From an optimization exercise on the open Yosys and OpenROAD flow, aimed at a short achievable clock period and few clock cycles; shortcuts taken in it are not production practice.
At most, simulation tests tie the RTL to the original design; equivalence was not proved.
Function not checked in run 1: the RTL went through the layout flow alone.
No run shown here takes its clock network from TritonCTS; it comes from the design's own scripts or RTL.
The flow treats the clock pin as an ideal source. Dropping or thinning the clock tree relies on that and would not hold on a real chip.
Power figures rest on the tool's default switching activity, not on a simulated workload.

[design.v]
module cs213_frame_dp (
    input              clk,
    input              rst,
    input              start,
    output             start_ready,
    input      [15:0]  cfg_key,
    input              cfg_enc,
    input              cfg_comp,
    input              cfg_cks,
    input      [15:0]  cfg_sum,
    input      [15:0]  cfg_stored,
    input      [19:0]  cfg_orig,
    input      [127:0] cfg_dict,
    input              in_valid,
    input      [7:0]   in_data,
    output             in_ready,
    output             out_valid,
    output     [7:0]   out_data,
    input              out_ready,
    output             done,
    output     [2:0]   err,
    output     [15:0]  checksum,
    output     [19:0]  out_count
);
    localparam [2:0] E_OK        = 3'd0,
                     E_INTEGRITY = 3'd2,
                     E_SIZE      = 3'd3,
                     E_TRUNC     = 3'd6;
    localparam [7:0] SENTINEL = 8'h07;
    localparam FAW  = 4;                 
    localparam FD   = 1 << FAW;          
    localparam ROOM = FD - 5;            
    function [15:0] lfsr_step;
        input [15:0] s;
        begin
            lfsr_step = {s[0] ^ s[6] ^ s[9] ^ s[13], s[15:1]};
        end
    endfunction
    integer i;
    reg          start_ready_r;
    reg          a_act;        
    reg [7:0]    a_rem_lo;     
    reg [7:0]    a_rem_hi;     
    reg          a_rem0;       
    reg          a_rem1;       
    reg          in_ready_r;
    reg          in_nready;    
    reg          a_comp, a_cks;
    reg [15:0]   a_sum;
    reg [19:0]   a_orig;
    reg [7:0]    a_dict [0:15];
    reg [15:0]   ks;           
    reg          phase;        
    reg [7:0]    pad;          
    reg          f0, f1, f2, f3;
    reg          f_sumbad, f_trunc, f_sizebad;
    reg          b_v;
    reg          b_last;
    reg [7:0]    b_d;
    reg          d_v;
    reg          d_last;
    reg          d_tokw;       
    reg          d_run;        
    reg          d_one;        
    reg [3:0]    d_cnt;
    reg [7:0]    d_lit;        
    reg [15:0]   d_sel;        
    reg          d_escn;       
    reg          esc;          
    reg [3:0]    cs_n0, cs_n1;
    reg [7:0]    cs_hi;
    reg          cs_c0, cs_c1;
    reg [3:0]    oc_lo;
    reg [15:0]   oc_hi;
    reg          oc_c;
    reg [13:0]   tf_mem [0:FD-1];
    reg [FD-1:0] tf_wp, tf_rp;
    reg [FD-1:0] tf_occ;
    wire         tf_empty = !tf_occ[0];
    wire         room     = !tf_occ[ROOM];
    reg          r_full;
    reg [2:0]    r_err;
    reg [15:0]   r_csum;
    reg [19:0]   r_cnt;
    reg [2:0]    q_err;
    reg [15:0]   q_csum;
    reg [19:0]   q_cnt;
    wire accept   = start && !a_act;
    wire in_fire  = in_valid && !in_nready;
    wire [15:0] cfg_ks  = cfg_enc ? lfsr_step(cfg_key) : 16'd0;
    wire [15:0] ks_next = lfsr_step(ks);
    wire in_ready_next = accept  ? (cfg_stored != 16'd0) && room :
                         in_fire ? !a_rem1 && room :
                                   a_act && !a_rem0 && room;
    wire [7:0] db   = b_d ^ pad;
    wire       e    = d_v ? d_escn : esc;
    wire       is07 = (db == SENTINEL);
    wire       is00 = (db == 8'h00);
    wire       hinz = (db[7:4] != 4'd0);
    wire       run  = a_comp && e && !is00 && hinz;
    reg [7:0]  d_dict;
    always @(*) begin
        d_dict = 8'd0;
        for (i = 0; i < 16; i = i + 1)
            d_dict = d_dict | (a_dict[i] & {8{d_sel[i]}});
    end
    wire       tok_w = d_v && d_tokw;
    reg          cur_v;
    reg          cur_eof;
    reg          cur_last;     
    reg [3:0]    cur_cnt;
    reg [7:0]    cur_byte;
    reg          o_v;
    reg          o_done;
    reg          o_nv;
    reg          o_ndone;
    reg [7:0]    o_d;
    reg [7:0]    o_h;          
    reg          s_v;
    reg          s_eof;
    reg [7:0]    s_d;
    wire f3_set    = f2 && !tf_occ[FD-2];
    wire fin_go    = f3 && (!r_full || !o_ndone);
    wire tf_we     = tok_w || fin_go;
    wire [13:0] tf_wd = fin_go ? 14'h3000 :
                        {1'b0, d_one, d_cnt, d_run ? d_dict : d_lit};
    wire o_busy    = !o_nv && !out_ready;
    wire prod_fire = cur_v && !s_v;
    wire cur_free  = !cur_v || (!s_v && cur_last);
    wire       nx_v    = s_v || cur_v;
    wire       nx_eof  = s_v ? s_eof : cur_eof;
    wire [7:0] nx_d    = s_v ? s_d : cur_byte;
    wire tf_re     = cur_free && !tf_empty;
    reg  [13:0] tf_head;
    always @(*) begin
        tf_head = 14'd0;
        for (i = 0; i < FD; i = i + 1)
            tf_head = tf_head | (tf_mem[i] & {14{tf_rp[i]}});
    end
    always @(posedge clk) begin
        if (rst) begin
            start_ready_r <= 1'b1;
            a_act      <= 1'b0;
            in_ready_r <= 1'b0;
            in_nready  <= 1'b1;
            f0         <= 1'b0;
            f1         <= 1'b0;
            f2         <= 1'b0;
            f3         <= 1'b0;
            b_v        <= 1'b0;
            b_last     <= 1'b0;
            d_v        <= 1'b0;
            d_last     <= 1'b0;
            tf_wp      <= 1;
            tf_rp      <= 1;
            tf_occ     <= 0;
            r_full     <= 1'b0;
            cur_v      <= 1'b0;
            o_v        <= 1'b0;
            o_done     <= 1'b0;
            o_nv       <= 1'b1;
            o_ndone    <= 1'b1;
            s_v        <= 1'b0;
        end else begin
            start_ready_r <= (start_ready_r && !start) || fin_go;
            a_act         <= (a_act || start) && !fin_go;
            b_v    <= in_fire;
            b_last <= in_fire && a_rem1;
            d_v    <= b_v;
            d_last <= b_v && b_last;
            f0 <= accept && (cfg_stored == 16'd0);
            f1 <= (d_v && d_last) || f0;
            f2 <= f1 || (f2 && !f3_set);
            f3 <= f3_set || (f3 && !fin_go);
            in_ready_r <= in_ready_next;
            in_nready  <= !in_ready_next;
            if (tf_we)
                tf_wp <= {tf_wp[FD-2:0], tf_wp[FD-1]};
            if (tf_re)
                tf_rp <= {tf_rp[FD-2:0], tf_rp[FD-1]};
            if (tf_we && !tf_re)
                tf_occ <= {tf_occ[FD-2:0], 1'b1};
            else if (!tf_we && tf_re)
                tf_occ <= {1'b0, tf_occ[FD-1:1]};
            if (fin_go)
                r_full <= 1'b1;
            else if (!o_ndone)
                r_full <= 1'b0;
            if (cur_free)
                cur_v <= !tf_empty;
            o_v     <= o_busy || (nx_v && !nx_eof);
            o_done  <= !o_busy && nx_v && nx_eof;
            o_nv    <= !(o_busy || (nx_v && !nx_eof));
            o_ndone <= !(!o_busy && nx_v && nx_eof);
            s_v     <= o_busy && (s_v || cur_v);
        end
        if (!a_act) begin
            a_rem_lo <= cfg_stored[7:0];
            a_rem_hi <= cfg_stored[15:8];
            a_rem0   <= (cfg_stored == 16'd0);
            a_rem1   <= (cfg_stored == 16'd1);
            a_comp <= cfg_comp;
            a_cks  <= cfg_cks;
            a_sum  <= cfg_sum;
            a_orig <= cfg_orig;
            for (i = 0; i < 16; i = i + 1)
                a_dict[i] <= cfg_dict[8*i +: 8];
            ks     <= cfg_ks;
            pad    <= cfg_ks[7:0];
            phase  <= 1'b0;
            esc    <= 1'b0;
            cs_n0  <= 4'd0;
            cs_n1  <= 4'd0;
            cs_hi  <= 8'd0;
            cs_c0  <= 1'b0;
            cs_c1  <= 1'b0;
            oc_lo  <= 4'd0;
            oc_hi  <= 16'd0;
            oc_c   <= 1'b0;
        end else begin
            if (in_fire) begin
                a_rem_lo <= a_rem_lo - 8'd1;
                if (a_rem_lo == 8'd0)
                    a_rem_hi <= a_rem_hi - 8'd1;
                a_rem1 <= (a_rem_hi == 8'd0) && (a_rem_lo == 8'd2);
                a_rem0 <= a_rem1;
            end
            if (b_v) begin
                phase <= !phase;
                if (phase) begin
                    ks  <= ks_next;
                    pad <= ks_next[7:0];
                end else begin
                    pad <= ks[15:8];
                end
            end
            {cs_c0, cs_n0} <= {1'b0, cs_n0} + {1'b0, b_v ? b_d[3:0] : 4'd0};
            {cs_c1, cs_n1} <= {1'b0, cs_n1} + {1'b0, b_v ? b_d[7:4] : 4'd0} + {4'd0, cs_c0};
            cs_hi <= cs_hi + {7'd0, cs_c1};
            esc <= e;
            if (tok_w)
                {oc_c, oc_lo} <= {1'b0, oc_lo} + {1'b0, d_cnt};
            else
                oc_c <= 1'b0;
            oc_hi <= oc_hi + {15'd0, oc_c};
        end
        b_d    <= in_data;
        d_tokw <= !a_comp || (e ? (is00 || hinz) : !is07);
        d_run  <= run;
        d_one  <= !run || (db[7:4] == 4'd1);
        d_cnt  <= run ? db[7:4] : 4'd1;
        d_lit  <= (a_comp && e && is00) ? SENTINEL : db;
        d_escn <= a_comp && !e && is07;
        for (i = 0; i < 16; i = i + 1)
            d_sel[i] <= (db[3:0] == i);
        f_sumbad  <= a_cks && ({cs_hi, cs_n1, cs_n0} != a_sum);
        f_trunc   <= a_comp && esc;
        f_sizebad <= ({oc_hi, oc_lo} != a_orig);
        for (i = 0; i < FD; i = i + 1)
            if (tf_wp[i])
                tf_mem[i] <= tf_wd;
        if (cur_free) begin
            {cur_eof, cur_last, cur_cnt, cur_byte} <= tf_head;
        end else if (prod_fire) begin
            cur_cnt  <= cur_cnt - 4'd1;
            cur_last <= (cur_cnt == 4'd2);
        end
        if (!s_v) begin
            s_eof <= cur_eof;
            s_d   <= cur_byte;
        end
        o_d <= o_busy ? o_h : nx_d;
        if (!o_busy && nx_v)
            o_h <= nx_d;
        if (fin_go) begin
            r_err  <= f_sumbad ? E_INTEGRITY : f_trunc ? E_TRUNC :
                      f_sizebad ? E_SIZE : E_OK;
            r_csum <= {cs_hi, cs_n1, cs_n0};
            r_cnt  <= {oc_hi, oc_lo};
        end
        q_err  <= r_err;
        q_csum <= r_csum;
        q_cnt  <= r_cnt;
    end
    assign start_ready = start_ready_r;
    assign in_ready    = in_ready_r;
    assign out_valid   = o_v;
    assign out_data    = o_d;
    assign done        = o_done;
    assign err         = q_err;
    assign checksum    = q_csum;
    assign out_count   = q_cnt;
endmodule
[flow/run.sh]
#!/bin/bash
# The standard layout, except for the clock tree: pre_cts.tcl, sourced by
# the standard CTS step through its PRE_CTS_TCL hook, builds the clock tree
# from clock inverters (inv_tree.tcl) in place of TritonCTS's buffer tree.
# The rest of the CTS step (placement legalisation, timing repair) and all
# other steps run unchanged. make's output goes to standard.log; each ORFS
# step keeps its own log under orfs/logs.
set -euo pipefail
here=$(pwd)
bash standard.sh finish PRE_CTS_TCL="$here/flow/pre_cts.tcl" > standard.log 2>&1
[flow/inv_tree.tcl]
# Clock tree of inverters: capacitated k-means clustering of the clock sinks,
# level by level, with one clock inverter per cluster.
proc kmeans {xs ys k maxsz} {
  set n [llength $xs]
  set order [lsort -integer -indices [lmap x $xs y $ys {expr {int($x + 3*$y)}}]]
  set cx {}; set cy {}
  for {set c 0} {$c < $k} {incr c} {
    set i [lindex $order [expr {int(($c + 0.5) * $n / $k)}]]
    lappend cx [lindex $xs $i]; lappend cy [lindex $ys $i]
  }
  for {set iter 0} {$iter < 30} {incr iter} {
    set pairs {}
    for {set i 0} {$i < $n} {incr i} {
      for {set c 0} {$c < $k} {incr c} {
        lappend pairs [list [expr {abs([lindex $xs $i] - [lindex $cx $c]) + abs([lindex $ys $i] - [lindex $cy $c])}] $i $c]
      }
    }
    set pairs [lsort -real -index 0 $pairs]
    set asg [lrepeat $n -1]
    set cnt [lrepeat $k 0]
    foreach p $pairs {
      lassign $p d i c
      if {[lindex $asg $i] >= 0} continue
      if {[lindex $cnt $c] >= $maxsz} continue
      lset asg $i $c
      lset cnt $c [expr {[lindex $cnt $c] + 1}]
    }
    set sx [lrepeat $k 0.0]; set sy [lrepeat $k 0.0]
    for {set i 0} {$i < $n} {incr i} {
      set c [lindex $asg $i]
      lset sx $c [expr {[lindex $sx $c] + [lindex $xs $i]}]
      lset sy $c [expr {[lindex $sy $c] + [lindex $ys $i]}]
    }
    for {set c 0} {$c < $k} {incr c} {
      if {[lindex $cnt $c] > 0} {
        lset cx $c [expr {[lindex $sx $c] / [lindex $cnt $c]}]
        lset cy $c [expr {[lindex $sy $c] / [lindex $cnt $c]}]
      }
    }
  }
  return [list $asg $cx $cy $cnt]
}
# fanouts: list of max fanout per level, from the leaves up, e.g. {28 4 6 4}
proc build_inv_tree {clk_name fanouts masters} {
  set db [ord::get_db]
  set block [ord::get_db_block]
  set clknet [$block findNet $clk_name]
  set sinks [$clknet getITerms]
  set n [llength $sinks]
  set xs {}; set ys {}
  foreach it $sinks {
    set bb [[$it getInst] getBBox]
    lappend xs [expr {([$bb xMin] + [$bb xMax]) / 2.0}]
    lappend ys [expr {([$bb yMin] + [$bb yMax]) / 2.0}]
  }
  foreach it $sinks { $it disconnect }
  # level by level: items to drive = current sinks (as list of {x y connect-proc})
  set cur_x $xs; set cur_y $ys
  set cur_conn {}
  foreach it $sinks { lappend cur_conn [list iterm $it] }
  set lvl 0
  foreach fo $fanouts master_name $masters {
    set master [$db findMaster $master_name]
    set m [llength $cur_x]
    set k [expr {int(ceil(double($m) / $fo))}]
    lassign [kmeans $cur_x $cur_y $k $fo] asg cx cy cnt
    set nets {}
    set new_conn {}
    for {set c 0} {$c < $k} {incr c} {
      set inst [odb::dbInst_create $block $master "clkinv_m_l${lvl}_$c"]
      $inst setLocation [expr {int([lindex $cx $c])}] [expr {int([lindex $cy $c])}]
      $inst setPlacementStatus PLACED
      set net [odb::dbNet_create $block "clknet_m_l${lvl}_$c"]
      $net setSigType CLOCK
      [$inst findITerm Y] connect $net
      lappend nets $net
      lappend new_conn [list iterm [$inst findITerm A]]
    }
    for {set i 0} {$i < $m} {incr i} {
      lassign [lindex $cur_conn $i] kind obj
      $obj connect [lindex $nets [lindex $asg $i]]
    }
    puts "level $lvl: $k inverters ($master_name), sizes $cnt"
    set cur_x $cx; set cur_y $cy; set cur_conn $new_conn
    incr lvl
  }
  foreach c $cur_conn { lassign $c kind obj; $obj connect $clknet }
}
[flow/pre_cts.tcl]
# Sourced by ORFS's cts.tcl (PRE_CTS_TCL) after the placed design is loaded.
# Builds a balanced clock tree of four levels of clock inverters (an even
# number, so every register sees the clock's own polarity): the registers
# are clustered by k-means into groups of at most 28, each driven by a
# clkinv_16; those inverters are clustered into groups of 3, those into
# groups of 4, those into groups of 2, and one inverter at the top is driven
# by the clock port. TritonCTS and the inverter cloning that prepares for it
# are then skipped, as the tree is complete.
source [file join [file dirname [info script]] inv_tree.tcl]
set inv sky130_fd_sc_hd__clkinv_16
build_inv_tree clk {28 3 4 2} [list $inv $inv $inv $inv]
global_connect
set_propagated_clock [all_clocks]
proc repair_clock_inverters {args} { puts "pre_cts.tcl: clock inverters kept as built" }
proc clock_tree_synthesis {args} { puts "pre_cts.tcl: clock tree already built" }
[standard.sh]
#!/bin/bash
# synth_recipe.tcl (not shown) runs the flow's synth.tcl, then flattens the netlist and writes it again
# the make line also repeats each setting of config.mk as NAME=value (left out here)
make -C /OpenROAD-flow-scripts/flow DESIGN_CONFIG=/design/flow/config.mk WORK_HOME=/design/flow/orfs CLKGATE_MAP_FILE= SYNTH_SCRIPT=/design/flow/synth_recipe.tcl "${@:-finish}"
[config.mk]
export PLATFORM = sky130hd
export DESIGN_NAME = cs213_frame_dp
export DESIGN_NICKNAME = cs213_frame_dp
export VERILOG_FILES = /design/flow/design.v
export SDC_FILE = /design/flow/constraint.sdc
export NUM_CORES = 4
export LEC_CHECK = 0
export ABC_CLOCK_PERIOD_IN_PS = 1400
export CAP_MARGIN = 20
export CORE_MARGIN = 2
export CORE_UTILIZATION = 70
export SETUP_SLACK_MARGIN = 3.4
export SLEW_MARGIN = 20
[constraint.sdc]
create_clock -name core_clock -period 5.0 [get_ports {clk}]
set_input_delay 1.0000 -clock core_clock [delete_from_list [all_inputs] [get_ports {clk}]]
set_output_delay 1.0000 -clock core_clock [all_outputs]
set_load 0.01 [all_outputs]
==> results.py, run 1 <==
metrics = {
    "outcome": {
        "outcome": "no timing/DRC/antenna violations",
    },
    "final_layout": {
        "layout_common_cells": "edfxtp_1 (493), clkdlybuf4s50_1 (180), nor2_1 (134)",
        "syn2layout_area_growth_pct": 22.2,
        "fin_nets": 2201,
        "drive_above_1_share_pct": 19.2,
        "layout_commonest_cell": "edfxtp_1",
    },
    "synthesis": {
        "yosysWarnings": 3,
        "ys.flop_type": "edfxtp_1",
        "synth.area.top_cells": "edfxtp_1 (59%), dfxtp_1 (16%), nor2_1 (2.2%)",
        "ys_seq_elements": 700,
        "synth_top_area_cell": "edfxtp_1",
        "synth_top_area_share_pct": 58.9,
        "synth_cells": 1683,
        "synth-edff-count": 493,
        "synthSimpleGateAreaFrac_pct": 7.45,
        "synth_fa_ha_area_share_pct": 1.46,
        "synth_xor_area_share_pct": 2.86,
        "syn-num-nets": 1922,
        "synth_area_mm2": 0.0251,
        "synth_compound_area_share_pct": 8.98,
        "syn_avg_cell_area_um2": 14.9,
        "ys_types": 56,
        "synthArstFlopShare_pct": 0,
        "yosysSeqAreaShare_pct": 75.4,
        "synth_top_family_by_area": "compound AO/OA/AOI/OAI gates",
        "muxShareOfSynthArea_pct": 2.04,
    },
    "routing": {
        "first_iter_violations": 1816,
        "vias_per_cell": 6.54,
        "ant_nets": 0,
        "detail_route.wl_per_cell_um": 26.4,
        "wl_um": 63900,
        "drc": 0,
        "dr.pass1.iters": 10,
        "via_count": 15800,
    },
    "global_route": {
        "antenna_found_initial": 5,
        "track_usage_pct": 33.2,
        "overflow": 0,
        "grt_pass1_vias": 15900,
        "grt_max_degree": 110,
        "grt_pass1_wl_um": 93800,
    },
    "floorplanning": {
        "die_x_um": 193,
        "die_area_mm2": 0.0374,
        "die_y_um": 193,
        "num_rows": 69,
        "start_util_pct": 70.8,
        "core-area_mm2": 0.0355,
        "io_pins": 263,
    },
    "timing": {
        "fmax_ghz": 0.523,
        "grt_setup_unrepaired": "true",
        "slew_headroom_pct": 14.3,
        "fin_crit_ns": 1.91,
        "fin_tns_setup_ns": 0,
        "finalSetupViolations": 0,
        "slew_viol_final": 0,
        "fin_skew_ns": 0.142,
        "worst_pin_slew_ns": 1.28,
        "worst_slack_ns": 3.09,
        "finalHoldViolCount": 0,
        "fin_crit_sh_pct": 38.3,
    },
    "worst_setup_path": {
        "worst-path-stages": 1,
        "cp.required_ns": 4.00,
        "cp-end-kind": "output pin",
        "worst_r2r_path_depth": 11,
        "cp_top_family": "flip-flops",
        "crit_slowest_cell": "dfxtp_2",
        "critPathKind": "flip-flop to output pin",
        "path_cells": "buf_6",
        "cp_slowest_stage_delay_ns": 0.34,
        "cp.arrival_ns": 0.91,
        "path_max_fanout": 1,
        "start_kind": "flip-flop",
        "critPathBufInv": 1,
    },
    "placed_design": {
        "place_congestion": 0.807,
        "place_hpwl_um": 37000,
        "post-place-ws_ns": 2.17,
        "port_buffers": 262,
    },
    "pwr": {
        "peakVddDrop_mv": 0.386,
        "p_per_area_mw_per_mm2": 355,
        "p_leak_nw": 10.6,
    },
    "hold_path": {
        "hold_path_depth": 0,
        "hold_path.class": "flip-flop to flip-flop",
    },
    "clocking": {
        "clkTransAtPathRegs_ns": 0.11,
        "clock_latency_ns": 0.45,
        "cts_hold_buffers": 0,
    },
    "run": {
        "max_cap_violations": 0,
    },
}
## flip-flops by register name (all words and copies together), names as in the netlist, 16 cells and up
register  flops
r_csum       16
tf_mem      224
oc_hi        16
d_sel        16
a_dict      128
a_orig       20
q_cnt        20
ks           16
tf_wp        16
tf_occ       16
a_sum        16
r_cnt        20
q_csum       16
tf_rp        16
## cells in the mapped netlist, drive strengths merged, types with 11 or more instances
library cell and count:
nand2 92, mux2i 41, dfxtp 207, a221oi 52, nand3 21, ha 23, nand4 31, xnor2 50
o21ai 29, nor3 13, buf 14, a22o 59, nor2b 11, xor2 32, nor2 149, clkbuf 74
inv 30, a22oi 56, a21oi 79, and2 21, edfxtp 493
## report_power, final
part	internal, mW	switching (mW)	leakage [nW]
clock network	0.607	2.46	0.445
registers	6.53	0.196	6.42
logic	0.503	0.611	3.70
total	7.65	3.26	10.6
## per-stage QoR
stage | hold WS, ns | std cells | utilization [%] | instance area, um2 | power (mW)
after global placement | 0.325 | 2322 | 79.5 | 28200 | 7.69
after global routing | 0.199 | 2423 | 86.5 | 30700 | 11.3
after detailed placement | 0.327 | 2322 | 79.5 | 28200 | 7.74
final | 0.199 | 2423 | 86.5 | 30700 | 10.9
after CTS | 0.196 | 2398 | 84.9 | 30100 | 10.9
after floorplan | 0.323 | 1683 | - | 25500 | 7.28
## path summary, 6_finish.rpt
check	slack (ns)	from	end
worst max-delay path	3.09	o_done	done
worst min register to register	0.20	r_csum[11]	q_csum[11]
worst min-delay path	0.20	r_csum[11]	q_csum[11]
worst max register to register	3.10	o_ndone	tf_occ[6]
## layer usage
metal / GRT usage (%) / part of all wire [%] / vias up
met1: 43.8 / 35 / 7759
met2: 56.7 / 50 / 1033
met4: 12.4 / 4.8 / 6
li1: - / - / 6835
met3: 4.83 / 9.9 / 213
met5: 0 / 0.064 / -
## cells by family after synthesis
group	after synthesis
and+or+nand+nor	391
adders and majority gates	27
xor gates and xnor gates	82
muxes	50
buffers and inverters	118
DFF	700
AOI/OAI and AO/OA	315
## what timing repair did
item                                    in CTS  in global routing
gates cloned                                 6                  0
setup buffers                               31                 23
resized for setup                          471                110
endpoints found under the setup margin     534                348
pin swaps                                   34                 31
## area by class of cell
class                           instances  area (um2)
Timing Repair Buffer                  322        3210
Multi-Input combinational cell        869        6490
Antenna cell                            2        5.00
Sequential cell                       700       19100
Tap cell                              461         577
Fill cell                            1519        4780
Inverter                               69        1310
==> run 2: changes to the inputs <==
--- a/design.v
+++ b/design.v
@@ -60,11 +60,11 @@
     reg          d_v;
     reg          d_last;
     reg          d_tokw;       
-    reg          d_run;        
     reg          d_one;        
     reg [3:0]    d_cnt;
     reg [7:0]    d_lit;        
-    reg [15:0]   d_sel;        
+    reg [7:0]    d_grp [0:3];  
+    reg [3:0]    d_gsel;       
     reg          d_escn;       
     reg          esc;          
     reg [3:0]    cs_n0, cs_n1;
@@ -98,11 +98,11 @@
     wire       is00 = (db == 8'h00);
     wire       hinz = (db[7:4] != 4'd0);
     wire       run  = a_comp && e && !is00 && hinz;
-    reg [7:0]  d_dict;
+    reg [7:0]  tok_byte;
     always @(*) begin
-        d_dict = 8'd0;
-        for (i = 0; i < 16; i = i + 1)
-            d_dict = d_dict | (a_dict[i] & {8{d_sel[i]}});
+        tok_byte = d_lit;
+        for (i = 0; i < 4; i = i + 1)
+            tok_byte = tok_byte | (d_grp[i] & {8{d_gsel[i]}});
     end
     wire       tok_w = d_v && d_tokw;
     reg          cur_v;
@@ -120,10 +120,9 @@
     reg          s_eof;
     reg [7:0]    s_d;
     wire f3_set    = f2 && !tf_occ[FD-2];
-    wire fin_go    = f3 && (!r_full || !o_ndone);
+    wire fin_go    = f3 && !r_full;
     wire tf_we     = tok_w || fin_go;
-    wire [13:0] tf_wd = fin_go ? 14'h3000 :
-                        {1'b0, d_one, d_cnt, d_run ? d_dict : d_lit};
+    wire [13:0] tf_wd = {fin_go, fin_go || d_one, d_cnt, tok_byte};
     wire o_busy    = !o_nv && !out_ready;
     wire prod_fire = cur_v && !s_v;
     wire cur_free  = !cur_v || (!s_v && cur_last);
@@ -246,13 +245,14 @@
         end
         b_d    <= in_data;
         d_tokw <= !a_comp || (e ? (is00 || hinz) : !is07);
-        d_run  <= run;
         d_one  <= !run || (db[7:4] == 4'd1);
         d_cnt  <= run ? db[7:4] : 4'd1;
-        d_lit  <= (a_comp && e && is00) ? SENTINEL : db;
+        d_lit  <= run ? 8'd0 : (a_comp && e && is00) ? SENTINEL : db;
         d_escn <= a_comp && !e && is07;
-        for (i = 0; i < 16; i = i + 1)
-            d_sel[i] <= (db[3:0] == i);
+        for (i = 0; i < 4; i = i + 1) begin
+            d_grp[i]  <= a_dict[4*i + db[1:0]];
+            d_gsel[i] <= run && (db[3:2] == i);
+        end
         f_sumbad  <= a_cks && ({cs_hi, cs_n1, cs_n0} != a_sum);
         f_trunc   <= a_comp && esc;
         f_sizebad <= ({oc_hi, oc_lo} != a_orig);
==> flow/pre_cts.tcl (replaced) <==
# Sourced by ORFS's cts.tcl (PRE_CTS_TCL) after the placed design is loaded.
# Builds a balanced clock tree of four levels of clock inverters (an even
# number, so every register sees the clock's own polarity): the registers
# are clustered by k-means into groups of at most 24, each driven by a
# clkinv_16; those inverters are clustered into groups of 3, those again
# into groups of 3, and one inverter at the top, driven by the clock port,
# drives those. TritonCTS and the inverter cloning that prepares for it
# are then skipped, as the tree is complete.
source [file join [file dirname [info script]] inv_tree.tcl]
set inv sky130_fd_sc_hd__clkinv_16
build_inv_tree clk {24 3 4 100} [list $inv $inv $inv $inv]
global_connect
set_propagated_clock [all_clocks]
proc repair_clock_inverters {args} { puts "pre_cts.tcl: clock inverters kept as built" }
proc clock_tree_synthesis {args} { puts "pre_cts.tcl: clock tree already built" }
--- a/config.mk
+++ b/config.mk
@@ -5,9 +5,9 @@
 export SDC_FILE = /design/flow/constraint.sdc
 export NUM_CORES = 4
 export LEC_CHECK = 0
-export ABC_CLOCK_PERIOD_IN_PS = 1400
+export ABC_CLOCK_PERIOD_IN_PS = 1800
 export CAP_MARGIN = 20
 export CORE_MARGIN = 2
 export CORE_UTILIZATION = 70
-export SETUP_SLACK_MARGIN = 3.4
+export SETUP_SLACK_MARGIN = 3.2
 export SLEW_MARGIN = 20
==> run 2 against run 1 <==
Effect of this change: sequential cell count increased by 19; setup slack improved by 0.018 ns; still clean on timing, DRC and antenna; highest routed layer unchanged; sequential power increased by 3%.
==> results.py, run 2 <==
metrics = {
    "final_layout": {
        "largest_register_ffs": 224,
        "fin_nets": 2127,
        "fillers": 1775,
        "syn2layout_area_growth_pct": 18.6,
        "top_regs": "tf_mem: 224 flops, a_dict: 128 flops, d_grp: 32 flops",
        "antennaDiodeCount": 0,
        "drive_above_1_share_pct": 13.4,
        "layout_commonest_cell": "edfxtp_1",
        "top_register": "tf_mem",
        "layout_common_cells": "edfxtp_1 (493), clkdlybuf4s50_1 (190), dfxtp_1 (166)",
    },
    "synthesis": {
        "synth_top_area_cell": "edfxtp_1",
        "synth.area.top_cells": "edfxtp_1 (58%), dfxtp_1 (18%), nor2_1 (2.0%)",
        "ys_seq_elements": 719,
        "synth-edff-count": 493,
        "synthArstFlopShare_pct": 0,
        "yosysSeqAreaShare_pct": 75.2,
        "syn_avg_cell_area_um2": 15.8,
        "ys_types": 59,
        "synthTopCellsByCount": "edfxtp_1 (493), dfxtp_1 (226), nor2_1 (138), nand2_1 (86), a21oi_1 (85)",
        "ys.flop_type": "edfxtp_1",
        "synth_most_common_cell": "edfxtp_1",
        "synth_cells": 1630,
        "syn-num-nets": 1869,
        "synth_area_mm2": 0.0257,
        "yosysWarnings": 4,
        "synth_top_area_share_pct": 57.6,
    },
    "worst_setup_path": {
        "start_kind": "flip-flop",
        "critPathKind": "flip-flop to output pin",
        "cp.required_ns": 4.00,
        "cp_slowest_stage_delay_ns": 0.33,
        "critPathBufInv": 1,
        "cp_top_family": "flip-flops",
        "cp.arrival_ns": 0.89,
        "path_max_fanout": 1,
        "path_cells": "buf_6",
        "cp-end-kind": "output pin",
        "crit_slowest_cell": "dfxtp_2",
    },
    "global_route": {
        "grt_pass1_vias": 15000,
        "antenna_found_initial": 2,
        "overflow": 0,
        "grt_max_degree": 95,
        "track_usage_pct": 30.1,
        "grt_pass1_wl_um": 86600,
    },
    "pwr": {
        "switching_share_pct": 29.6,
        "p_clk_share_pct": 29.6,
        "p_int_mw": 7.89,
        "p_seq_share_pct": 61.6,
        "p_sw_mw": 3.31,
        "p_leak_nw": 10.6,
        "combPwrFrac_pct": 8.7,
        "p_per_area_mw_per_mm2": 368,
        "peakVddDrop_mv": 0.281,
    },
    "routing": {
        "ant_nets": 0,
        "drc": 0,
        "vias_per_cell": 6.25,
        "via_count": 14700,
        "first_iter_violations": 1449,
        "wl_um": 57600,
        "detail_route.wl_per_cell_um": 24.5,
        "dr.pass1.iters": 6,
    },
    "timing": {
        "fin_tns_setup_ns": 0,
        "worst_slack_ns": 3.11,
        "finalHoldViolCount": 0,
        "slew_headroom_pct": 19.1,
        "grt_setup_unrepaired": "true",
        "fin_skew_ns": 0.0506,
        "slew_viol_final": 0,
        "fin_crit_sh_pct": 37.9,
        "fin_crit_ns": 1.89,
        "worst_pin_slew_ns": 1.21,
        "finalSetupViolations": 0,
        "fmax_ghz": 0.528,
    },
    "floorplanning": {
        "die_area_mm2": 0.0383,
        "die_x_um": 196,
        "num_rows": 70,
        "start_util_pct": 70.7,
        "die_y_um": 196,
        "core-area_mm2": 0.0363,
        "io_pins": 263,
    },
    "clocking": {
        "clock_latency_ns": 0.47,
        "clkTransAtPathRegs_ns": 0.06,
    },
    "run": {
        "max_cap_violations": 0,
    },
    "placed_design": {
        "place_congestion": 0.808,
        "post-place-ws_ns": 2.27,
        "place_hpwl_um": 35100,
        "port_buffers": 262,
    },
    "hold_path": {
        "hold_path.class": "flip-flop to flip-flop",
    },
    "outcome": {
        "outcome": "no timing/DRC/antenna violations",
    },
}
## run 2: changes by cell type after synthesis, sizes merged, moves of 7 or more
cell,before,now
nor2,149,140
nand3,21,14
xnor2,50,57
mux4,0,32
o21ai,29,15
dfxtp,207,226
a31oi,9,0
clkbuf,74,59
buf,14,23
a22oi,56,8
## run 2: path summary, 6_finish.rpt
kind / from / endpoint / slack (ns) / cells after the start
min reg2reg: r_cnt[14] / q_cnt[14] / 0.31 / 0
max reg2reg: pad[0] / d_grp[3][2] / 3.19 / 3
min: r_cnt[14] / q_cnt[14] / 0.31 / 0
max: q_cnt[14] / out_count[14] / 3.11 / 1
## run 2: area by class of cell
| class | count | area [um2] | area share [%] |
|---|---|---|---|
| Inverter | 72 | 1450 | 4.75 |
| Timing Repair Buffer | 294 | 2910 | 9.55 |
| Sequential cell | 719 | 19400 | 63.7 |
| Tap cell | 468 | 586 | 1.92 |
| Multi-Input combinational cell | 801 | 6120 | 20.1 |
## run 2: timing repair
action / CTS / global route
cloned: 2 / 0
buffers inserted: 9 / 15
pin swaps: 11 / 10
hold buffers: 0 / 0
endpoints found under the setup margin: 391 / 136
resized for setup: 320 / 51
## run 2: kinds of logic after synthesis
family	count (synthesis)	synth area share, %
xor gates and xnor gates	86	2.96
AOI/OAI and AO/OA	248	6.94
DFF	719	75.2
muxes	84	5.14
adders and majority gates	27	1.43
and+or+nand+nor	356	6.53
buffers and inverters	110	1.79
## run 2: per-stage QoR
| stage | power (mW) | utilization, % | area, um2 | instances | hold WS (ns) |
|---|---|---|---|---|---|
| global placement | 7.93 | 79.0 | 28700 | 2284 | 0.324 |
| detailed placement | 7.97 | 79.0 | 28700 | 2284 | 0.327 |
| global route | 11.6 | 83.9 | 30500 | 2354 | 0.323 |
| floorplan | 7.52 | - | 25800 | 1630 | 0.323 |
| CTS | 11.2 | 83.1 | 30200 | 2339 | 0.311 |
| finish | 11.2 | 83.9 | 30500 | 2354 | 0.313 |
## run 2: power by group through the flow
stage / clock, mW / sequential [mW] / combinational [mW]
finish: 3.32 / 6.91 / 0.978
CTS: 3.38 / 6.90 / 0.959
global placement: 0 / 7.02 / 0.915
detailed placement: 0 / 7.04 / 0.936
floorplan: 0 / 6.97 / 0.548
global route: 3.63 / 6.94 / 1.05
## run 2: layer usage
metal  vias to the layer above  GRT usage [%]  part of all wire, %
li1                       6599              -                    -
met1                      7255           40.3                   38
met2                       743           52.0                   50
met3                       118           4.61                  8.6
met4                         4           8.40                  3.2
met5                         -              0                0.047
Testbench counts of run 2, summed over its fixed seeds: cycles 37,104.
==> run 3: changes to the inputs <==
==> flow/pre_cts.tcl (replaced) <==
# Sourced by ORFS's cts.tcl (PRE_CTS_TCL) after the placed design is loaded.
# Builds a balanced clock tree of four levels of clock inverters (an even
# number, so every register sees the clock's own polarity): the registers
# are clustered by k-means into groups of at most 28, each driven by a
# clkinv_16; those inverters are clustered into groups of 3, those again
# into groups of 3, and one inverter at the top, driven by the clock port,
# drives those. TritonCTS and the inverter cloning that prepares for it
# are then skipped, as the tree is complete.
source [file join [file dirname [info script]] inv_tree.tcl]
set inv sky130_fd_sc_hd__clkinv_16
build_inv_tree clk {28 3 3 100} [list $inv $inv $inv $inv]
global_connect
set_propagated_clock [all_clocks]
proc repair_clock_inverters {args} { puts "pre_cts.tcl: clock inverters kept as built" }
proc clock_tree_synthesis {args} { puts "pre_cts.tcl: clock tree already built" }
==> run 3 against run 2 <==
Effect of this change: still clean; utilization decreased by 0.67 points; sequential cell count unchanged; die area unchanged; cell count decreased by 0.55%; sequential power about the same; clock power decreased by 6.6%; largest power group unchanged.
==> results.py, run 3 <==
metrics = {
    "outcome": {
        "outcome": "no timing/DRC/antenna violations",
    },
    "timing": {
        "fin_crit_sh_pct": 37.8,
        "slew_headroom_pct": 19.9,
        "fin_skew_ns": 0.0426,
        "fin_crit_ns": 1.89,
        "slew_viol_final": 0,
        "fin_tns_setup_ns": 0,
        "hold_ws_ns": 0.341,
        "finalSetupViolations": 0,
        "worst_pin_slew_ns": 1.20,
        "fmax_ghz": 0.529,
        "finalHoldViolCount": 0,
        "grt_setup_unrepaired": "true",
    },
    "global_route": {
        "overflow": 0,
        "grt_max_degree": 95,
        "grt_pass1_wl_um": 84300,
        "track_usage_pct": 29.3,
        "antenna_found_initial": 2,
        "grt_pass1_vias": 14800,
    },
    "floorplanning": {
        "start_util_pct": 70.7,
        "die_y_um": 196,
        "die_area_mm2": 0.0383,
        "io_pins": 263,
        "num_rows": 70,
        "core-area_mm2": 0.0363,
        "die_x_um": 196,
    },
    "final_layout": {
        "drive_above_1_share_pct": 12.4,
        "top_register": "tf_mem",
        "syn2layout_area_growth_pct": 17.7,
        "fin_nets": 2113,
        "top_regs": "tf_mem: 224 flops, a_dict: 128 flops, d_grp: 32 flops",
        "layout_commonest_cell": "edfxtp_1",
        "fin_cells": 2341,
        "fillers": 1814,
        "final_util_pct": 83.2,
        "layout_common_cells": "edfxtp_1 (493), clkdlybuf4s50_1 (190), dfxtp_1 (167)",
        "largest_register_ffs": 224,
    },
    "clocking": {
        "clock_latency_ns": 0.43,
        "clkTransAtPathRegs_ns": 0.07,
        "cts_hold_buffers": 0,
    },
    "run": {
        "max_cap_violations": 0,
    },
    "routing": {
        "detail_route.wl_per_cell_um": 24.1,
        "wl_um": 56500,
        "vias_per_cell": 6.24,
        "first_iter_violations": 1284,
        "drc": 0,
        "dr.pass1.iters": 9,
        "via_count": 14600,
        "ant_nets": 0,
    },
    "synthesis": {
        "synthArstFlopShare_pct": 0,
        "synth.area.top_cells": "edfxtp_1 (58%), dfxtp_1 (18%), nor2_1 (2.0%)",
        "ys.flop_type": "edfxtp_1",
        "synth-edff-count": 493,
        "ys_seq_elements": 719,
        "synth_area_mm2": 0.0257,
        "yosysSeqAreaShare_pct": 75.2,
        "ys_types": 59,
        "yosysWarnings": 4,
        "syn_avg_cell_area_um2": 15.8,
        "synthTopCellsByCount": "edfxtp_1 (493), dfxtp_1 (226), nor2_1 (138), nand2_1 (86), a21oi_1 (85)",
        "synth_most_common_cell": "edfxtp_1",
        "synth_top_area_share_pct": 57.6,
        "synth_top_area_cell": "edfxtp_1",
        "synth_cells": 1630,
        "syn-num-nets": 1869,
    },
    "pwr": {
        "switching_share_pct": 28.8,
        "p_clk_share_pct": 28.3,
        "p_per_area_mw_per_mm2": 363,
        "p_int_mw": 7.82,
        "p_sw_mw": 3.16,
        "p_leak_nw": 10.5,
        "combPwrFrac_pct": 8.8,
        "total_power_mw": 11.0,
        "peakVddDrop_mv": 0.254,
        "p_seq_share_pct": 62.9,
    },
    "placed_design": {
        "place_hpwl_um": 35100,
        "dp_cells": 2284,
        "place_congestion": 0.808,
        "port_buffers": 262,
    },
    "hold_path": {
        "hold_path.class": "flip-flop to flip-flop",
        "min-delay-start": "r_err[0]",
    },
    "worst_setup_path": {
        "critPathBufInv": 1,
        "cp_top_family": "flip-flops",
        "cp_slowest_stage_delay_ns": 0.35,
        "cp.arrival_ns": 0.89,
        "path_cells": "buf_6",
        "start_kind": "flip-flop",
        "cp-end-kind": "output pin",
        "crit_slowest_cell": "dfxtp_2",
        "cp.required_ns": 4.00,
        "critPathLaunch": "q_csum[1]",
        "path_max_fanout": 1,
        "rr_startpoint": "tf_rp[8]",
        "critPathKind": "flip-flop to output pin",
    },
}
run 3: cell count changes in the layout (fill, tap and decap cells not counted), sizes merged:
cell,before,now
clkbuf,1,3
dlymetal6s2s,1,5
buf,83,72
clkinv,45,40
clkdlybuf4s15,3,2
dlygate4sd2,15,12
diode,0,1
run 3: what timing repair did:
item / CTS / global route
endpoints found under the setup margin: 396 / 138
gates cloned: 1 / 1
resized for setup: 312 / 47
endpoints found under the hold margin: 0 / 0
buffers inserted: 6 / 9
pin swaps: 10 / 9
run 3: worst paths after layout:
kind,endpoint,slack [ns],cells past startpoint
setup / recovery,checksum[1],3.11,1
hold / removal,q_err[0],0.34,0
setup reg to reg,cur_byte[1],3.23,2
hold reg to reg,q_err[0],0.34,0
run 3: per-stage QoR:
step	instance area (um2)	setup slack [ns]
5_1_grt	30200	3.09
4_1_cts	30000	3.10
2_1_floorplan	25800	2.59
6_report	30200	3.11
3_5_place_dp	28700	2.27
3_3_place_gp	28700	2.38
run 3: power by group through the flow:
stage          Sequential (mW)  Clock (mW)  Combinational [mW]
6_report                  6.90        3.10               0.966
5_1_grt                   6.94        3.40                1.03
4_1_cts                   6.90        3.17               0.941
3_5_place_dp              7.04           0               0.936
3_3_place_gp              7.02           0               0.915
2_1_floorplan             6.97           0               0.548
run 3: layout make-up:
cell class,instances,area [um2],area share [%]
multi-input cells,801,6090,20.1
flip-flops and latches,719,19400,64.2
inverters,67,1300,4.29
well taps,468,586,1.94
repair buffers,285,2850,9.42
diodes,1,2.50,0.00828
run 3: cell families after synthesis:
group,share of synthesized area [%]
mux,5.14
flops,75.2
buf+inv,1.79
compound gates,6.94
xor+xnor,2.96
simple gates,6.53
fa+ha+maj,1.43
run 3: layer usage:
| layer | up-vias | routed length [um] | global-route usage [%] |
|---|---|---|---|
| met4 | 2 | 1800 | 9.50 |
| met3 | 98 | 4980 | 4.53 |
| met2 | 710 | 28400 | 50.6 |
| met5 | - | 13 | 0 |
| met1 | 7229 | 21400 | 38.9 |
| li1 | 6574 | - | - |

separate check: timing with driven ports:
How much do the figures lean on ideal ports? The routed layouts below were timed once more, with nothing changed but the port constraints.
Step 1 assumes that a clkbuf_16 drives the clock port and a buf_2 every other input.
Step 2 moves the port delays by t, midway between the first and last clock arrival at a register: inputs arrive t later, outputs are due t later. That takes back most of the time a late clock gives input paths.
Three values: ideal ports, drivers, drivers and shift; two values: the first two.
run	t (ns)	slack for setup (ns)	worst setup path at the end
run 1	0.512	3.087 / 2.957 / 2.830	input to register
run 2	0.524	3.105 / 3.018 / 2.784	input to register
run 3	0.506	3.109 / 3.020 / 2.816	input to register
After both steps setup and hold are still met in every run listed. The setup slack of run 2, which loses most, moves by -0.087 ns with the drivers and by -0.321 ns with both steps.
